This is an optimization exercise on Yosys and OpenROAD, whose aim is small area, a short achievable clock period and few clock cycles, not a production implementation.
At most, simulation tests tie the RTL to the original design; equivalence was not proved.
No activity file was given, so power comes from the tool's default toggle rates.

// mbf_framer32
module mbf_framer32 (
    input  wire        clk,
    input  wire        rst,
    input  wire        tx_start,
    input  wire [15:0] tx_cmd,
    input  wire [15:0] tx_len,
    input  wire        tx_flip,
    input  wire        tx_ack,
    output wire        tx_busy,
    output wire        tx_done,
    output wire        tx_oversize,
    input  wire        tx_in_valid,
    input  wire [31:0] tx_in_data,
    output wire        tx_in_ready,
    output wire        pkt_valid,
    output wire [31:0] pkt_data,
    output wire        pkt_last,
    input  wire        pkt_ready,
    input  wire        rx_strict,
    input  wire        rx_valid,
    input  wire [31:0] rx_data,
    input  wire        rx_last,
    input  wire [2:0]  rx_cnt,
    output wire        rd_valid,
    output wire [31:0] rd_data,
    output wire [2:0]  rd_cnt,
    output wire        res_valid,
    output wire [1:0]  res_kind,
    output wire [3:0]  res_err,
    output wire [15:0] res_cmd,
    output wire [15:0] res_len
);
    mbf_wtx u_tx (
        .clk(clk), .rst(rst),
        .tx_start(tx_start), .tx_cmd(tx_cmd), .tx_len(tx_len),
        .tx_flip(tx_flip), .tx_ack(tx_ack),
        .tx_busy(tx_busy), .tx_done(tx_done), .tx_oversize(tx_oversize),
        .tx_in_valid(tx_in_valid), .tx_in_data(tx_in_data), .tx_in_ready(tx_in_ready),
        .pkt_valid(pkt_valid), .pkt_data(pkt_data), .pkt_last(pkt_last),
        .pkt_ready(pkt_ready)
    );
    mbf_wrx u_rx (
        .clk(clk), .rst(rst),
        .rx_strict(rx_strict), .rx_valid(rx_valid), .rx_data(rx_data),
        .rx_last(rx_last), .rx_cnt(rx_cnt),
        .rd_valid(rd_valid), .rd_data(rd_data), .rd_cnt(rd_cnt),
        .res_valid(res_valid), .res_kind(res_kind), .res_err(res_err),
        .res_cmd(res_cmd), .res_len(res_len)
    );
endmodule
Size: about 1200 cells after synthesis, about 270 flip-flops, about 220 I/O pins.
export LEC_CHECK = 0
export CAP_MARGIN = 20
export CORE_MARGIN = 2
export CORE_UTILIZATION = 40
export SETUP_SLACK_MARGIN = 5
export SLEW_MARGIN = 20
create_clock -name core_clock -period 8.0 [get_ports {clk}]
run.sh (not shown) runs the stock make flow with config.mk's settings and CLKGATE_MAP_FILE= SYNTH_SCRIPT=/design/flow/synth_recipe.tcl, a recipe that flattens the netlist after the stock synthesis.
The starting point produced a clean layout.
Next try:
--- a/flow/config.mk
+++ b/flow/config.mk
@@ -9,4 +9,3 @@
 export CORE_MARGIN = 2
 export CORE_UTILIZATION = 40
-export SETUP_SLACK_MARGIN = 5
 export SLEW_MARGIN = 20
Result: Combinational power decreases by 12%; worst setup slack got worse by 880 ps; wire length decreases by 9.2%; final cell count decreases by about 4%; total power decreases by about 2.6%.
No functional check of the RTL was part of any run of this note.

mbf_framer32, a different RTL version from the one above (not shown whole).
Size: roughly 240 flip-flops, roughly 220 I/O pins, roughly 12,000 um^2 of cells after synthesis.
==> flow/config.mk <==
export PLATFORM = sky130hd
export DESIGN_NAME = mbf_framer32
export DESIGN_NICKNAME = mbf_framer32
export VERILOG_FILES = /design/flow/design.v
export SDC_FILE = /design/flow/constraint.sdc
export NUM_CORES = 4
export LEC_CHECK = 0
export ABC_AREA = 1
export CAP_MARGIN = 20
export CORE_MARGIN = 2
export CORE_UTILIZATION = 40
export CTS_CLUSTER_DIAMETER = 120
export CTS_CLUSTER_SIZE = 24
export SLEW_MARGIN = 20
==> flow/constraint.sdc <==
create_clock -name core_clock -period 8.0 [get_ports {clk}]
set_input_delay 1.6000 -clock core_clock [delete_from_list [all_inputs] [get_ports {clk}]]
set_output_delay 1.6000 -clock core_clock [all_outputs]
set_load 0.01 [all_outputs]
standard.sh (not shown) runs the stock make flow with config.mk's settings and CLKGATE_MAP_FILE= SYNTH_SCRIPT=/design/flow/synth_recipe.tcl, a recipe that flattens the netlist after the stock synthesis.
==> flow/flow/run.sh <==
#!/bin/bash
set -euo pipefail
export BUFFER_PORTS_ARGS="-buffer_cell sky130_fd_sc_hd__buf_1"
export SETUP_SLACK_MARGIN=5.25
bash standard.sh > standard.log 2>&1
The starting point finished with timing, DRC and antenna clean.
Testbench counts at the start, summed over its fixed seeds: cycles 21,768.
Then changed:
==> flow/flow/run.sh (replaced) <==
#!/bin/bash
set -euo pipefail
export BUFFER_PORTS_ARGS="-buffer_cell sky130_fd_sc_hd__buf_1"
export SETUP_SLACK_MARGIN=5.3
bash standard.sh > standard.log 2>&1
- GPL_ROUTABILITY_DRIVEN: unset -> 0
First-iteration DRC count goes down by 11%.
Critical path depth is unchanged.
Cell area increases by 0.98%.
Register-to-register slack gains 0.10 ns.
Count of clock-buffer cells in the layout does not change.
Then changed:
- CORE_UTILIZATION: 40 -> 50
- GPL_ROUTABILITY_DRIVEN: 0 -> unset
Result: The new run completed without violations. Die area shrinks by 20%. Worst setup slack improved by 0.014 ns. Via count shrinks by 0.33%. Power shrinks by 2.4%. Cell count shrinks by 3.6%. Hold slack got worse by 0.011 ns. First-iteration DRC count grows by 33%. Wire length shrinks by 2.0%.
Then changed:
- CORE_UTILIZATION: 50 -> 40
- PLACE_DENSITY: unset -> 0.75
Area after synthesis does not change.
Via count increases by 4.0%.
Count of clock-buffer cells in the layout stays the same.
Routed wire length increases by 1.9%.
Utilization decreases by 12 points.
Final area barely changes.
Clock power hardly moves.

mbf_framer32 again, from the RTL that the note above started with.
==> flow/design.v (excerpt) <==
module mbf_framer32 (
    input  wire        clk,
    input  wire        rst,
    input  wire        tx_start,
    input  wire [15:0] tx_cmd,
    input  wire [15:0] tx_len,
    input  wire        tx_flip,
    input  wire        tx_ack,
    output wire        tx_busy,
    output wire        tx_done,
    output wire        tx_oversize,
    input  wire        tx_in_valid,
    input  wire [31:0] tx_in_data,
    output wire        tx_in_ready,
    output wire        pkt_valid,
    output wire [31:0] pkt_data,
    output wire        pkt_last,
    input  wire        pkt_ready,
    input  wire        rx_strict,
    input  wire        rx_valid,
    input  wire [31:0] rx_data,
    input  wire        rx_last,
    input  wire [2:0]  rx_cnt,
    output wire        rd_valid,
    output wire [31:0] rd_data,
    output wire [2:0]  rd_cnt,
    output wire        res_valid,
    output wire [1:0]  res_kind,
    output wire [3:0]  res_err,
    output wire [15:0] res_cmd,
    output wire [15:0] res_len
);
    mbf_wtx u_tx (
        .clk(clk), .rst(rst),
        .tx_start(tx_start), .tx_cmd(tx_cmd), .tx_len(tx_len),
        .tx_flip(tx_flip), .tx_ack(tx_ack),
  ...
Settings: LEC_CHECK=0, ABC_AREA=1, CAP_MARGIN=20, CORE_MARGIN=2, CORE_UTILIZATION=40, CTS_CLUSTER_DIAMETER=120, CTS_CLUSTER_SIZE=24, GPL_TIMING_DRIVEN=0, SLEW_MARGIN=20; clock period 8.0 ns.
==> flow/flow/run.sh <==
#!/bin/bash
set -euo pipefail
export BUFFER_PORTS_ARGS="-buffer_cell sky130_fd_sc_hd__buf_1"
export SETUP_SLACK_MARGIN=5.3
bash standard.sh > standard.log 2>&1
The starting point completed without violations.
Testbench counts at the start, summed over its fixed seeds: cycles 21,768.
Change:
--- a/flow/flow/run.sh
+++ b/flow/flow/run.sh
@@ -4 +4 @@
-export SETUP_SLACK_MARGIN=5.3
+export SETUP_SLACK_MARGIN=5.4
- GPL_TIMING_DRIVEN: 0 -> unset
Clock skew goes down by 0.015 ns. Worst hold slack barely changes. Total power is about the same. Non-clock buffer count went down by 28. Wire length decreases by 2.7%.
Change:
--- a/flow/flow/run.sh
+++ b/flow/flow/run.sh
@@ -4 +4 @@
-export SETUP_SLACK_MARGIN=5.4
+export SETUP_SLACK_MARGIN=5.3
- CTS_CLUSTER_DIAMETER: 120 -> 150
- CTS_CLUSTER_SIZE: 24 -> 30
Effect: The changed run finished clean. Clock skew came out lower by 0.0076 ns. Worst setup slack is better by 0.13 ns. Register-to-register slack is better by 0.13 ns. Count of clock-buffer cells in the layout came out lower by 4. Flip-flop and latch count does not change. Die area is unchanged. Sequential share of layout area climbs by 1.5 points. Via count decreases by 2.4%. Hold slack hardly moves. Sequential power is about the same.
Change:
--- a/flow/flow/run.sh
+++ b/flow/flow/run.sh
@@ -4 +4 @@
-export SETUP_SLACK_MARGIN=5.3
+export SETUP_SLACK_MARGIN=5.2
- CTS_CLUSTER_DIAMETER: 150 -> 120
- CTS_CLUSTER_SIZE: 30 -> 24
First-iteration DRC count is higher by 8.7%. Synthesized cell count is unchanged. Sequential share of layout area came out higher by 0.66 points. Clock-buffer cell count rises by 4. Clock power is higher by 11%. Register-to-register slack got worse by 0.08 ns. Routed wire length decreases by 0.65%. Die area stays the same. Global-route usage stays flat. Fmax goes down by 4.2%. Worst setup slack is worse by 0.12 ns.

v25:
Starting RTL as in the previous note.
==> flow/config.mk <==
export PLATFORM = sky130hd
export DESIGN_NAME = mbf_framer32
export DESIGN_NICKNAME = mbf_framer32
export VERILOG_FILES = /design/flow/design.v
export SDC_FILE = /design/flow/constraint.sdc
export NUM_CORES = 4
export LEC_CHECK = 0
export ABC_AREA = 1
export CAP_MARGIN = 20
export CORE_MARGIN = 2
export CORE_UTILIZATION = 40
export CTS_CLUSTER_DIAMETER = 120
export CTS_CLUSTER_SIZE = 24
export SLEW_MARGIN = 20
==> flow/constraint.sdc <==
create_clock -name core_clock -period 8.0 [get_ports {clk}]
set_input_delay 1.6000 -clock core_clock [delete_from_list [all_inputs] [get_ports {clk}]]
set_output_delay 1.6000 -clock core_clock [all_outputs]
set_load 0.01 [all_outputs]
==> flow/flow/run.sh <==
#!/bin/bash
set -euo pipefail
export BUFFER_PORTS_ARGS="-buffer_cell sky130_fd_sc_hd__buf_1"
export SETUP_SLACK_MARGIN=5.35
bash standard.sh > standard.log 2>&1
Having completed the whole flow, v25 delivered a layout that passed the timing, design-rule and antenna checks.
Testbench counts of v25, summed over its fixed seeds: cycles 21,768.
## Diff of input files: v29 against v25
Settings: TNS_END_PERCENT: unset -> 20.
diff --git a/flow/flow/run.sh b/flow/flow/run.sh
--- a/flow/flow/run.sh
+++ b/flow/flow/run.sh
@@ -4 +4 @@
-export SETUP_SLACK_MARGIN=5.35
+export SETUP_SLACK_MARGIN=5.3
--- outcome ---
- On count of nets after finishing, the lower figure sits with v25, not v29.
- Looking at design area across v25 and v29, the one that comes out lower is v29.
- Compared to v25, the routing of v29 uses less wire.
Input changes introduced in v54 (baseline for comparison: v29):
Settings: TNS_END_PERCENT: 20 -> unset.
Findings:
As far as multiplexer fraction of the synthesized cell area goes, v54 and v29 are indistinguishable; the numbers are identical.
Area used by multi-input combinational logic down about 0.34% in v54 wrt v29
v54 does better than v29 on final critical path time including I/O delays and setup.
No stage failed in v54, and the final checks on the layout all came back clean.
Fmax (lower): v29
Going from v29 to v54, the fraction of area in registers was found to have gone up by 0.16 points.
In the metrics for v54 and v29, the one carrying the lower post-route fraction of the period consumed by the critical path is v54.
Via count (v54 vs. v29) decreases slightly

what the ideal ports hide:
Ports are ideal in the flow. The routed layouts listed here were re-timed in OpenROAD. Step 1, drivers: a clkbuf_16 drives clk and a buf_2 each remaining input, both assumed. Step 2 adds t to the input delays and takes it off the output delays; t is the mean of the earliest and latest rising clock arrival at the registers after step 1. Input paths then give back, and output paths get back, about the clock's delay inside the block. Three values: ideal ports, drivers, drivers and shift; two values: the first two.
run	shift t [ns]	setup slack, ns	worst hold slack (ns)	latest minus earliest clock arrival (ns)	worst register clock-pin slew, ns
the first run of note 1	0.615	4.821 / 4.821 / 4.334	0.457 / 0.457 / 0.457	0.014 / 0.014	0.07 / 0.07
the second run of note 1	0.607	3.945 / 3.965 / 3.358	0.470 / 0.470 / 0.470	0.016 / 0.016	0.07 / 0.07
the first run of note 2	0.542	5.266 / 5.247 / 4.755	0.465 / 0.465 / 0.465	0.034 / 0.034	0.10 / 0.10
the second run of note 2	0.536	5.268 / 5.250 / 4.739	0.482 / 0.482 / 0.482	0.015 / 0.015	0.10 / 0.10
the third run of note 2	0.526	5.282 / 5.233 / 4.780	0.471 / 0.471 / 0.471	0.025 / 0.024	0.11 / 0.11
the fourth run of note 2	0.536	5.214 / 5.238 / 4.702	0.469 / 0.469 / 0.469	0.017 / 0.016	0.11 / 0.11
the first run of note 3	0.538	5.238 / 5.245 / 4.706	0.474 / 0.474 / 0.474	0.036 / 0.035	0.11 / 0.11
the second run of note 3	0.524	5.168 / 5.172 / 4.648	0.474 / 0.474 / 0.474	0.023 / 0.024	0.10 / 0.10
the third run of note 3	0.528	5.302 / 5.265 / 4.804	0.476 / 0.476 / 0.476	0.012 / 0.013	0.12 / 0.12
the fourth run of note 3	0.546	5.184 / 5.212 / 4.666	0.477 / 0.477 / 0.477	0.042 / 0.042	0.11 / 0.11
v25	0.546	5.301 / 5.250 / 4.757	0.468 / 0.468 / 0.468	0.036 / 0.036	0.12 / 0.12
v29	0.530	5.208 / 5.213 / 4.684	0.473 / 0.473 / 0.473	0.032 / 0.031	0.10 / 0.10
v54	0.534	5.305 / 5.252 / 4.811	0.476 / 0.476 / 0.476	0.021 / 0.021	0.10 / 0.10
After both steps setup and hold are still met in every run listed. For the second run of note 1, which loses most, drivers alone change the setup slack by +0.020 ns; drivers and shift together by -0.587 ns.
